This is an optimization exercise on Yosys and OpenROAD, whose aim is small area, not a production implementation. In this exercise RTL edits were held to simulation tests only and were not proved equivalent to the original. No activity file was given, so power comes from the tool's default toggle rates.

==> yarrow <==
## termostato_sig
module termostato_sig (
    input  wire        clk,
    input  wire        rst,         
    input  wire        cmd_valid,   
    input  wire [31:0] cmd,
    output wire        cmd_ready,   
    output wire        rsp_valid,   
    output wire [31:0] rsp,
    output reg         led_dout,
    output reg         servo_out
);
==> module termostato_sig, before the edit <==
module termostato_sig (
    input  wire        clk,
    input  wire        rst,         
    input  wire        cmd_valid,   
    input  wire [31:0] cmd,
    output wire        cmd_ready,   
    output wire        rsp_valid,   
    output wire [31:0] rsp,
    output reg         led_dout,
    output reg         servo_out
);
    reg [15:0] pw;         
    reg [4:0]  ft;         
    reg [15:0] sec;        
    reg [1:0]  frm;        
    reg        tick_en;    
    reg [1:0]  tph;        
    reg        tpend;      
    reg        tovr;       
    reg        gapv;       
    reg        ill;        
    reg [23:0] frame;      
    reg [5:0]  pk;         
    reg [4:0]  pd;         
    wire busy = !pk[5] && !(pk[4] && pk[3]);         
    wire sat  = (pk == 6'd24) && (pd == 5'd0);       
    wire z23 = (cmd[23:0] == 24'h0);
    wire is_nop   = (cmd[31:24] == 8'h00) && z23;
    wire is_send  = (cmd[31:24] == 8'h10);
    wire is_wrpw  = (cmd[31:16] == 16'h2000);
    wire is_wrctl = (cmd[31:24] == 8'h30) && (cmd[23:1] == 23'h0);
    wire is_rd    = (cmd[31:28] == 4'h4) && z23 && (cmd[27:24] <= 4'd4);
    assign cmd_ready = !busy && !rst;
    wire   accept    = cmd_valid && cmd_ready;
    wire       tick_ev   = tick_en && (tph == 2'd3);
    wire       svc       = tpend && !busy;
    wire       ft_wrap   = (ft == 5'd19);
    wire [4:0] ft_p2     = svc ? (ft_wrap ? 5'd0 : ft + 5'd1) : ft;
    wire       sec_step  = svc && ft_wrap && frm[1];
    wire [15:0] sec_p2   = sec + {15'd0, sec_step};
    wire       tpend_p2  = tpend && !svc;
    wire       tpend_p3  = tpend_p2 || tick_ev;
    wire       tovr_p3   = tovr || (tick_ev && tpend_p2);
    wire [3:0] sel = cmd[27:24];
    assign rsp_valid = accept && is_rd;
    assign rsp[31:16] = 16'd0;
    assign rsp[15:0] =
        sel[2]               ? sec_p2 :
        (sel[1:0] == 2'd0)   ? {12'd0, ill, gapv, tovr_p3, tpend_p3} :
        (sel[1:0] == 2'd1)   ? {11'd0, ft_p2} :
        (sel[1:0] == 2'd2)   ? pw :
                               {15'd0, tick_en};
    wire do_send  = accept && is_send;
    wire do_wrpw  = accept && is_wrpw;
    wire do_wrctl = accept && is_wrctl;
    wire do_ill   = accept && !(is_nop || is_send || is_wrpw || is_wrctl || is_rd);
    wire pd_zero = (pd == 5'd0);
    wire [5:0] pk_dec = pd_zero ? pk - 6'd1 : pk;
    wire [4:0] pd_dec = pd_zero ? 5'd19 : pd - 5'd1;
    wire lvl = pd_zero ? (pk != 6'd0)
                       : ((pd >= 5'd15) || ((pd >= 5'd8) && frame[pk[4:0]]));
    always @(posedge clk) begin
        if (do_send)
            frame <= {cmd[15:8], cmd[23:16], cmd[7:0]};
        if (rst) begin
            pw        <= 16'd0;
            ft        <= 5'd0;
            sec       <= 16'd0;
            frm       <= 2'd0;
            tick_en   <= 1'b0;
            tph       <= 2'd0;
            tpend     <= 1'b0;
            tovr      <= 1'b0;
            gapv      <= 1'b0;
            ill       <= 1'b0;
            pk        <= 6'd24;
            pd        <= 5'd0;
            led_dout  <= 1'b0;
            servo_out <= 1'b0;
        end else begin
            tph <= tick_en ? tph + 2'd1 : 2'd0;
            ft  <= ft_p2;
            sec <= sec_p2;
            if (svc) begin
                servo_out <= (pw[15:5] != 11'd0) || (ft_p2 <= pw[4:0]);
                if (ft_wrap)
                    frm <= frm[1] ? 2'd0 : frm + 2'd1;
            end
            tpend <= tpend_p3;
            tovr  <= tovr_p3;
            if (do_wrpw)
                pw <= cmd[15:0];
            if (do_wrctl) begin
                tick_en <= cmd[0];
                if (!cmd[0]) begin
                    tph   <= 2'd0;
                    tpend <= 1'b0;
                end
            end
            if (do_ill)
                ill <= 1'b1;
            if (do_send) begin
                if (!sat)
                    gapv <= 1'b1;
                pk       <= 6'd23;
                pd       <= 5'd19;
                led_dout <= 1'b1;
            end else begin
                if (!sat) begin
                    pk <= pk_dec;
                    pd <= pd_dec;
                end
                led_dout <= busy && lvl;
            end
        end
    end
endmodule
make LEC_CHECK=0 CAP_MARGIN=20 CORE_MARGIN=2 CORE_UTILIZATION=40 SLEW_MARGIN=20 finish   # period 10.0 ns
run.sh (not shown) runs the stock make flow with config.mk's settings and CLKGATE_MAP_FILE= SYNTH_SCRIPT=/design/flow/synth_recipe.tcl, a recipe that flattens the netlist after the stock synthesis.
==> zinc (differences from yarrow) <==
--- a/flow/design.v
+++ b/flow/design.v
@@ -45,7 +45,7 @@
     wire [3:0] sel = cmd[27:24];
     assign rsp_valid = accept && is_rd;
     assign rsp[31:16] = 16'd0;
-    assign rsp[15:0] =
+    assign rsp[15:0] = !rsp_valid ? 16'd0 :
         sel[2]               ? sec_p2 :
         (sel[1:0] == 2'd0)   ? {12'd0, ill, gapv, tovr_p3, tpend_p3} :
         (sel[1:0] == 2'd1)   ? {11'd0, ft_p2} :
@@ -63,13 +63,13 @@
     always @(posedge clk) begin
         if (do_send)
             frame <= {cmd[15:8], cmd[23:16], cmd[7:0]};
+        tph <= tick_en ? tph + 2'd1 : 2'd0;
         if (rst) begin
             pw        <= 16'd0;
             ft        <= 5'd0;
             sec       <= 16'd0;
             frm       <= 2'd0;
             tick_en   <= 1'b0;
-            tph       <= 2'd0;
             tpend     <= 1'b0;
             tovr      <= 1'b0;
             gapv      <= 1'b0;
@@ -79,7 +79,6 @@
             led_dout  <= 1'b0;
             servo_out <= 1'b0;
         end else begin
-            tph <= tick_en ? tph + 2'd1 : 2'd0;
             ft  <= ft_p2;
             sec <= sec_p2;
             if (svc) begin
@@ -93,10 +92,8 @@
                 pw <= cmd[15:0];
             if (do_wrctl) begin
                 tick_en <= cmd[0];
-                if (!cmd[0]) begin
-                    tph   <= 2'd0;
+                if (!cmd[0])
                     tpend <= 1'b0;
-                end
             end
             if (do_ill)
                 ill <= 1'b1;
==> flow/flow/run.sh (new file) <==
#!/bin/bash
# The standard layout, with three changes:
#  - after the standard synthesis, the combinational logic is remapped with
#    several area-oriented ABC scripts (flow/reopt.tcl); each result is proved
#    equivalent to the standard netlist (flow/check.tcl) and the smallest
#    proven one is kept; the registers are untouched;
#  - ports are buffered with sky130_fd_sc_hd__buf_1 instead of clkdlybuf4s50_1;
#  - constant outputs share one tie cell, and CTS inserts no dummy loads.
set -euo pipefail
W=$(pwd)
R=$W/orfs/results/$FLOW_PLATFORM/termostato_sig/base
export BUFFER_PORTS_ARGS="-buffer_cell sky130_fd_sc_hd__buf_1"
export SKIP_REPAIR_TIE_FANOUT=1
export CTS_ARGS="-sink_clustering_enable -repair_clock_nets -dont_use_dummy_load"

bash standard.sh $R/1_2_yosys.v > synth.log 2>&1
cp $R/1_2_yosys.v $W/1_2_yosys_standard.v

export REOPT_LIB=$FLOW_HOME/platforms/sky130hd/lib/sky130_fd_sc_hd__tt_025C_1v80.lib
export REOPT_IN=$W/1_2_yosys_standard.v REOPT_TOP=$FLOW_TOP
R2="balance;rewrite;refactor;balance;rewrite;rewrite -z;balance;refactor -z;rewrite -z;balance"
NF="&dch -f;&nf -p -R 1000 -F 10 -A 10 -C 32"
SCRIPTS=(
  "+strash;dc2;$R2;dch -f;amap;topo"
  "+strash;dc2;$R2;dch -f;amap;strash;dch -f;amap;topo"
)
for seed in 1 3 5 7 9 11 13 15; do
  SCRIPTS+=("+strash;&get -n;&deepsyn -T 30 -S $seed;&put;&get -n;$NF;&put;topo")
done
# remap and prove each candidate, up to NUM_CORES at a time
candidate() {
  local i=$1 out=$W/1_2_yosys_reopt_$1.v
  REOPT_OUT=$out REOPT_SCRIPT="${SCRIPTS[$i]}" yosys -c $W/flow/reopt.tcl > reopt_$i.log 2>&1 || return 0
  if REOPT_OUT=$out yosys -c $W/flow/check.tcl > check_$i.log 2>&1; then
    echo proven > result_$i.txt
  fi
}
for i in "${!SCRIPTS[@]}"; do
  candidate $i &
  while (( $(jobs -rp | wc -l) >= ${NUM_CORES:-4} )); do sleep 1; done
done
wait
best=""; best_area=""
for i in "${!SCRIPTS[@]}"; do
  a=$(grep "Chip area for top module" reopt_$i.log 2>/dev/null | tail -1 | awk '{print $NF}')
  ok=failed; [[ -f result_$i.txt ]] && ok=proven
  echo "script $i: area ${a:-none}, equivalence $ok" >> reopt_choice.log
  [[ $ok == proven && -n "$a" ]] || continue
  if [[ -z "$best_area" ]] || awk "BEGIN{exit !($a < $best_area)}"; then
    best=$i; best_area=$a
  fi
done
if [[ -n "$best" ]]; then
  echo "chosen: script $best, area $best_area" >> reopt_choice.log
  cp $W/1_2_yosys_reopt_$best.v $R/1_2_yosys.v
else
  echo "chosen: the standard netlist" >> reopt_choice.log
fi
bash standard.sh > standard.log 2>&1
==> flow/flow/check.tcl (new file) <==
# Prove that the remapped netlist (REOPT_OUT) is equivalent to the standard
# synthesis netlist (REOPT_IN). Both hold the same flip-flop instances: they
# are kept as black boxes and cut open into ports named after the instance,
# and the logic in between is compared combinationally.
yosys -import
set lib $::env(REOPT_LIB)
read_liberty -ignore_miss_func $lib
blackbox sky130_fd_sc_hd__dfxtp_1 sky130_fd_sc_hd__edfxtp_1
read_verilog $::env(REOPT_IN)
yosys rename $::env(REOPT_TOP) gold
read_verilog $::env(REOPT_OUT)
yosys rename $::env(REOPT_TOP) gate
hierarchy -check
flatten -noscopeinfo
opt_clean
yosys expose -evert {gold/t:sky130_fd_sc_hd__dfxtp_1} {gold/t:sky130_fd_sc_hd__edfxtp_1} {gate/t:sky130_fd_sc_hd__dfxtp_1} {gate/t:sky130_fd_sc_hd__edfxtp_1}
setundef -undriven -anyseq
miter -equiv -flatten -make_assert gold gate miter
hierarchy -top miter
sat -verify -prove-asserts miter
==> flow/flow/reopt.tcl (new file) <==
# Re-optimise the combinational logic of the standard synthesis netlist with
# the ABC script in REOPT_SCRIPT. Every flip-flop instance keeps its name,
# cell type and connections; only the logic between them is remapped.
yosys -import
set lib $::env(REOPT_LIB)
read_liberty -ignore_miss_func $lib
foreach m [list sky130_fd_sc_hd__dfxtp_1 sky130_fd_sc_hd__edfxtp_1 sky130_fd_sc_hd__conb_1] {
  setattr -mod -set keep_hierarchy 1 $m
}
read_verilog -defer $::env(REOPT_IN)
hierarchy -top $::env(REOPT_TOP)
flatten
opt -purge
abc -liberty $lib -dont_use sky130_fd_sc_hd__lpflow_* -dont_use sky130_fd_sc_hd__probe* \
  -script $::env(REOPT_SCRIPT)
opt_clean -purge
setundef -zero
hilomap -singleton -hicell sky130_fd_sc_hd__conb_1 HI -locell sky130_fd_sc_hd__conb_1 LO
insbuf -buf sky130_fd_sc_hd__buf_4 A X
opt_clean -purge
yosys rename -hide w:*
stat -liberty $lib
# every cell must be a library cell (no unmapped logic left by ABC)
set unmapped "$::env(REOPT_TOP)/t:\$*"
select -assert-none $unmapped
select $::env(REOPT_TOP)
write_verilog -noattr -nohex -nodec -selected $::env(REOPT_OUT)
==> flow/standard.sh (new file) <==
#!/bin/bash
# synth_recipe.tcl (not shown) runs the flow's synth.tcl, then flattens the netlist and writes it again
# the make line also repeats each setting of config.mk as NAME=value (left out here)
make -C /OpenROAD-flow-scripts/flow DESIGN_CONFIG=/design/flow/config.mk WORK_HOME=/design/flow/orfs CLKGATE_MAP_FILE= SYNTH_SCRIPT=/design/flow/synth_recipe.tcl "${@:-finish}"
removed: flow/run.sh
==> pepper (differences from yarrow) <==
--- a/flow/design.v
+++ b/flow/design.v
@@ -63,13 +63,13 @@
     always @(posedge clk) begin
         if (do_send)
             frame <= {cmd[15:8], cmd[23:16], cmd[7:0]};
+        tph <= tick_en ? tph + 2'd1 : 2'd0;
         if (rst) begin
             pw        <= 16'd0;
             ft        <= 5'd0;
             sec       <= 16'd0;
             frm       <= 2'd0;
             tick_en   <= 1'b0;
-            tph       <= 2'd0;
             tpend     <= 1'b0;
             tovr      <= 1'b0;
             gapv      <= 1'b0;
@@ -79,7 +79,6 @@
             led_dout  <= 1'b0;
             servo_out <= 1'b0;
         end else begin
-            tph <= tick_en ? tph + 2'd1 : 2'd0;
             ft  <= ft_p2;
             sec <= sec_p2;
             if (svc) begin
@@ -93,10 +92,8 @@
                 pw <= cmd[15:0];
             if (do_wrctl) begin
                 tick_en <= cmd[0];
-                if (!cmd[0]) begin
-                    tph   <= 2'd0;
+                if (!cmd[0])
                     tpend <= 1'b0;
-                end
             end
             if (do_ill)
                 ill <= 1'b1;
==> flow/flow/run.sh (new file) <==
#!/bin/bash
# The standard layout, with three changes:
#  - after the standard synthesis, the combinational logic is remapped with an
#    area-oriented ABC script (flow/reopt.tcl); the registers are untouched;
#  - ports are buffered with sky130_fd_sc_hd__buf_1 instead of clkdlybuf4s50_1;
#  - constant outputs share one tie cell, and CTS inserts no dummy loads.
set -euo pipefail
W=$(pwd)
R=$W/orfs/results/$FLOW_PLATFORM/termostato_sig/base
export BUFFER_PORTS_ARGS="-buffer_cell sky130_fd_sc_hd__buf_1"
export SKIP_REPAIR_TIE_FANOUT=1
export CTS_ARGS="-sink_clustering_enable -repair_clock_nets -dont_use_dummy_load -buf_list {sky130_fd_sc_hd__clkbuf_4} -root_buf sky130_fd_sc_hd__clkbuf_16 -sink_clustering_size 8"

bash standard.sh $R/1_2_yosys.v > synth.log 2>&1
cp $R/1_2_yosys.v $W/1_2_yosys_standard.v
REOPT_LIB=$FLOW_HOME/platforms/sky130hd/lib/sky130_fd_sc_hd__tt_025C_1v80.lib \
REOPT_IN=$W/1_2_yosys_standard.v REOPT_OUT=$W/1_2_yosys_reopt.v REOPT_TOP=$FLOW_TOP \
  yosys -c $W/flow/reopt.tcl > reopt.log 2>&1
cp $W/1_2_yosys_reopt.v $R/1_2_yosys.v
bash standard.sh > standard.log 2>&1
==> flow/flow/reopt.tcl (new file) <==
# Re-optimise the combinational logic of the standard synthesis netlist with
# an area-oriented ABC script. Every flip-flop instance keeps its name, cell
# type and connections; only the logic between them is remapped.
yosys -import
set lib $::env(REOPT_LIB)
read_liberty -ignore_miss_func $lib
foreach m [list sky130_fd_sc_hd__dfxtp_1 sky130_fd_sc_hd__edfxtp_1 sky130_fd_sc_hd__conb_1] {
  setattr -mod -set keep_hierarchy 1 $m
}
read_verilog -defer $::env(REOPT_IN)
hierarchy -top $::env(REOPT_TOP)
flatten
opt -purge
set r2 "balance;rewrite;refactor;balance;rewrite;rewrite -z;balance;refactor -z;rewrite -z;balance"
abc -liberty $lib -dont_use sky130_fd_sc_hd__lpflow_* -dont_use sky130_fd_sc_hd__probe* \
  -script "+strash;dc2;$r2;dch -f;amap;topo"
opt_clean -purge
setundef -zero
hilomap -singleton -hicell sky130_fd_sc_hd__conb_1 HI -locell sky130_fd_sc_hd__conb_1 LO
insbuf -buf sky130_fd_sc_hd__buf_4 A X
opt_clean -purge
yosys rename -hide w:*
stat -liberty $lib
select $::env(REOPT_TOP)
write_verilog -noattr -nohex -nodec -selected $::env(REOPT_OUT)
==> flow/standard.sh (new file) <==
#!/bin/bash
# synth_recipe.tcl (not shown) runs the flow's synth.tcl, then flattens the netlist and writes it again
# the make line also repeats each setting of config.mk as NAME=value (left out here)
make -C /OpenROAD-flow-scripts/flow DESIGN_CONFIG=/design/flow/config.mk WORK_HOME=/design/flow/orfs CLKGATE_MAP_FILE= SYNTH_SCRIPT=/design/flow/synth_recipe.tcl "${@:-finish}"
removed: flow/run.sh
==> run_results.csv <==
group,metric,value,unit
critical_path,start_kind,"input port",
logic_synthesis,synth.area.top_cells,"dfxtp_1 28%, edfxtp_1 17%, mux2i_1 4.5%, ha_1 3.6%, nor2_1 3.1%",
cells_and_area,layout-drive-gt1-share,7.143,%
outcome,status,"finished clean",
critical_path,cp-endpoint,"rsp[2]",
critical_path,cp_max_fo,22,
critical_path,path_class,"in2out",
power,comb_power,0.209,mW
logic_synthesis,synth-simple-area-share,21.03,%
grt,grtUsageMet1,24.75,%
cells_and_area,layout_common_cells,"59 x dfxtp_1, 54 x clkdlybuf4s50_1, 35 x nor2_1",
cells_and_area,finalNetCount,518,
That was yarrow.
==> run_results.csv <==
group,metric,value,unit
outcome,status,"finished clean",
critical_path,cp-endpoint,"rsp[15]",
power,comb_power,0.104,mW
critical_path,path_class,"reg2out",
cells_and_area,layout_common_cells,"59 x dfxtp_1, 54 x buf_1, 41 x nor2_1",
critical_path,cp_max_fo,8,
cells_and_area,layout-drive-gt1-share,2.970,%
critical_path,start_kind,"register",
cells_and_area,finalNetCount,441,
grt,grtUsageMet1,21.53,%
timing,rsz0062_at_grt,"no",
That was zinc.
==> run_results.csv <==
group,metric,value,unit
cells_and_area,layout_common_cells,"74 x nor2_1, 59 x dfxtp_1, 53 x buf_1",
critical_path,cp-endpoint,"rsp[15]",
critical_path,cpMostUsedCell,"nand2_1",
grt,grtUsageMet1,23.77,%
cells_and_area,layout-drive-gt1-share,3.268,%
critical_path,crit_path_start,"pk[4]",
critical_path,cp_max_fo,7,
outcome,status,"finished clean",
cells_and_area,finalNetCount,496,
power,comb_power,0.141,mW
critical_path,path_class,"reg2out",
critical_path,start_kind,"register",
That was pepper.

[what the ideal ports hide]
No port has a modelled driver above. Below, the same layouts with a new extraction and two added sets of constraints. Step 1 sets driving cells, clkbuf_16 on the clock port and buf_2 on the other inputs (assumed; they add their load-dependent delay and slew). Step 2 also shifts input and output timing later by t, the mid clock arrival at the registers, as if the neighbouring blocks saw the same clock. a / b / c = no drivers / after step 1 / after step 2; a / b = the first two.
| run | t, ns | slack for setup (ns) | worst data-port slew with drivers (ns) |
|---|---|---|---|
| yarrow | 0.378 | 3.743 / 3.716 / 3.716 | 0.04 |
| zinc | 0.372 | 3.129 / 3.097 / 3.401 | 0.04 |
| pepper | 0.364 | 3.632 / 3.595 / 3.959 | 0.04 |
After both steps every run listed still meets setup and hold. For yarrow, which loses most, drivers alone change the setup slack by -0.027 ns; drivers and shift together by -0.027 ns.
